Background: an optimization exercise with open tools, aiming at small area. Do not read the settings as production practice. Only simulation tests tie the RTL to the original design; equivalence was not proved. The flow treats the clock pin as an ideal source, which a real chip does not have.

the previous run:
// ircore_rx
module ircore_rx (
    input  wire        clk,
    input  wire        rst,             
    input  wire        set_mode,        
    input  wire [1:0]  mode_in,         
    input  wire        edge_valid,      
    input  wire [31:0] edge_ts,         
    input  wire        fire,            
    output wire        busy,
    output wire [1:0]  rx_mode,
    output wire [6:0]  rx_index,
    output wire        frame_active,
    output wire [3:0]  rx_result,
    output wire [31:0] rx_msg,
    output wire [31:0] rx_msg_count,
    output wire [31:0] rx_fail_count
);
For scale: roughly 0.0067 mm^2 of cells after synthesis.
==> flow/config.mk <==
export PLATFORM = sky130hd
export DESIGN_NAME = ircore_rx
export DESIGN_NICKNAME = ircore_rx
export VERILOG_FILES = /design/flow/design.v
export SDC_FILE = /design/flow/constraint.sdc
export NUM_CORES = 4
export LEC_CHECK = 0
export CAP_MARGIN = 0
export CORE_MARGIN = 2
export CORE_UTILIZATION = 70
export SLEW_MARGIN = 0
==> flow/constraint.sdc <==
create_clock -name core_clock -period 10.0 [get_ports {clk}]
set_input_delay 2.0000 -clock core_clock [delete_from_list [all_inputs] [get_ports {clk}]]
set_output_delay 2.0000 -clock core_clock [all_outputs]
set_load 0.01 [all_outputs]
standard.sh (not shown) runs the stock make flow with config.mk's settings and CLKGATE_MAP_FILE= SYNTH_SCRIPT=/design/flow/synth_recipe.tcl, a recipe that flattens the netlist after the stock synthesis.
==> flow/flow/run.sh <==
#!/bin/bash
# The standard layout (standard.sh) with these changes:
#  - synthesis maps the logic with an area-oriented ABC script (synth_area.tcl),
#    and leaves adders to ABC instead of mapping them to ha/fa cells first;
#    it maps the combinational submodule (ir_dur_class, no registers) on its
#    own (SYNTH_HIERARCHICAL 1), then flattens as the standard synthesis does,
#    so the registers are those of the standard synthesis;
#  - every port still gets its own buffer, a buf_1, except the constant
#    outputs, which share one tie cell (no pass-through buffers in synthesis,
#    no tie fanout repair);
#  - the clock tree is built by clock_tree.tcl before CTS (a root clkbuf_4
#    and ten clkbuf_8 leaves over balanced clusters of flip-flops), and
#    clock_tree_synthesis, given only the clock port's net, leaves it as is.
# Each tool's full output goes to orfs/logs/ as in the standard flow; make's
# output goes to standard.log.
set -euo pipefail
export FLOW_SYNTH_TCL=$PWD/synth_recipe.tcl
export AREA_ABC_SCRIPT=$PWD/flow/area.abc
bash standard.sh \
  SYNTH_SCRIPT=$PWD/flow/synth_area.tcl ADDER_MAP_FILE= SYNTH_INSBUF=0 SYNTH_HIERARCHICAL=1 SKIP_REPAIR_TIE_FANOUT=1 \
  'BUFFER_PORTS_ARGS=-buffer_cell sky130_fd_sc_hd__buf_1' \
  PRE_CTS_TCL=$PWD/flow/clock_tree.tcl \
  'CTS_ARGS=-clk_nets clk -dont_use_dummy_load -buf_list sky130_fd_sc_hd__clkbuf_8' \
  finish > standard.log 2>&1
Other scripts of this flow, unchanged in this note and not shown: flow/flow/area.abc, flow/flow/clock_tree.tcl, flow/flow/synth_area.tcl
Here is what was changed in the inputs of the current run compared with the previous run.
--- a/flow/design.v
+++ b/flow/design.v
@@ -80,17 +80,27 @@
     wire rc6_hdr_bad = i1 ? !rc6_h1_ok : i2 ? !rc6_h2_ok : !u1;
     wire w2     = (k_q < 5'd4);
     wire pw2  = (k_q != 5'd0) && (k_q <= 5'd4);
     wire u_pww  = pw2 ? (w2 ? u4 : u3) : (w2 ? u3 : u2);
     wire u_pw   = pw2 ? u2 : u1;
     wire u_w    = w2 ? u2 : u1;
     wire bits_ph = (k_q < 5'd20);
     wire tl1_ph  = (k_q == 5'd20) && !s_q;
-    wire done_ph = (k_q == 5'd22);
+    wire done_ph = (k_q == 5'd22) || (k_q == 5'd21 && s_q);
+    wire rc6_live = !stat_q[1] && !done_ph && (i > 7'd3);
+    wire k_inc = is_nec ? (i > 7'd3 && !i[0]) :
+                 rc6_live && (bits_ph ? (half_q ? u_w : u_pww) :
+                              tl1_ph  ? u1 : ugap);
+    always @(posedge clk) begin
+        if (do_edge && i == 7'd0)
+            k_q <= 5'd0;
+        else
+            k_q <= k_q + {4'd0, do_edge && k_inc};
+    end
     reg       f_ok;
     reg [2:0] f_code;
     always @(*) begin
         f_ok   = 1'b0;
         f_code = RES_MS;
         if (is_nec) begin
             if (index_q < 7'd3 || stat_q == F_PM)       f_code = RES_PM;
             else if (index_q != 7'd67 || stat_q == F_MS) f_code = RES_MS;
@@ -142,26 +152,24 @@
             fail_cnt_q <= fail_cnt_q ^ fc[31:0];
         end
     end
     always @(posedge clk) begin
         if (do_edge) begin
             prev_q <= edge_ts;
             if (i == 7'd0) begin
                 stat_q <= F_OK;
-                k_q    <= 5'd0;
                 s_q    <= 1'b1;
                 half_q <= 1'b0;
             end else if (is_nec) begin
                 if (i1 || i2) begin
                     if (nec_hdr_bad) stat_q <= F_PM;
                 end else if (i[0]) begin
                     if (nec_mark_bad && stat_q != F_PM) stat_q <= F_MS;
                 end else begin
-                    k_q <= k_q + 5'd1;
                     if (!k_q[3]) begin
                         r_q <= {r_q[14:0], nec_bit};
                     end else begin
                         r_q[7:0] <= {r_q[6:0], r_q[7]};
                         if (nec_bit == r_q[7] && stat_q == F_OK) stat_q <= F_LT;
                     end
                 end
             end else begin
@@ -169,31 +177,28 @@
                     if (rc6_hdr_bad) stat_q <= F_PM;
                 end else if (!stat_q[1] && !done_ph) begin
                     if (bits_ph) begin
                         if (!half_q && u_pw) begin
                             half_q <= 1'b1;
                         end else if (half_q ? u_w : u_pww) begin
                             if (!half_q) s_q <= ~s_q;
                             half_q <= 1'b0;
-                            k_q    <= k_q + 5'd1;
                             if (k_q < 5'd3) begin
                                 if (half_q ? s_q : ~s_q) stat_q <= F_LT;
                             end
                             if (k_q >= 5'd4)
                                 r_q <= {r_q[14:0], half_q ? s_q : ~s_q};
                         end else begin
                             stat_q <= F_MS;
                         end
                     end else if (tl1_ph) begin
-                        if (u1) k_q <= 5'd21;
-                        else    stat_q <= F_MS;
+                        if (!u1) stat_q <= F_MS;
                     end else begin
-                        if (ugap) k_q <= 5'd22;
-                        else      stat_q <= F_MS;
+                        if (!ugap) stat_q <= F_MS;
                     end
                 end
             end
         end
     end
 endmodule
 module ir_dur_class (
     input  wire [13:0] d,
Notes after the runs:
- The previous run → the current run: met1 track demand over resource lost 2.9 points; time the final worst path needs with I/O delays and setup picked up an extra 0.26 ns; clock-pin slew on the worst setup and hold paths neither gained nor lost much.
- The current run against the previous run: die area -33 um^2, register bit count reported by yosys ~0 delta.
- Between the current run and the previous run, the difference in starting utilization of the core area is negligible.

[what the ideal ports hide]
The flow's constraints put no driver on any port. The routed layouts listed below were extracted and timed again, unchanged, in two steps.
Step 1 sets driving cells, clkbuf_16 on the clock port and buf_2 on the other inputs (assumed; they add their load-dependent delay and slew).
Step 2, shift: input delay + t, output delay - t, t = (earliest + latest rising clock arrival at the registers) / 2. This alone moves slack from input paths to output paths.
Slacks: no drivers / after step 1 / after step 2; pairs: no drivers / after step 1.
run | shift t [ns] | setup WS [ns] | slew at the worst register clock pin (ns)
the previous run | 0.561 | 1.786 / 1.798 / 1.237 | 0.11 / 0.11
the current run | 0.559 | 1.529 / 1.538 / 0.979 | 0.10 / 0.10
After both steps every run listed still meets setup and hold. For the current run, which loses most, drivers alone change the setup slack by +0.009 ns; drivers and shift together by -0.550 ns.
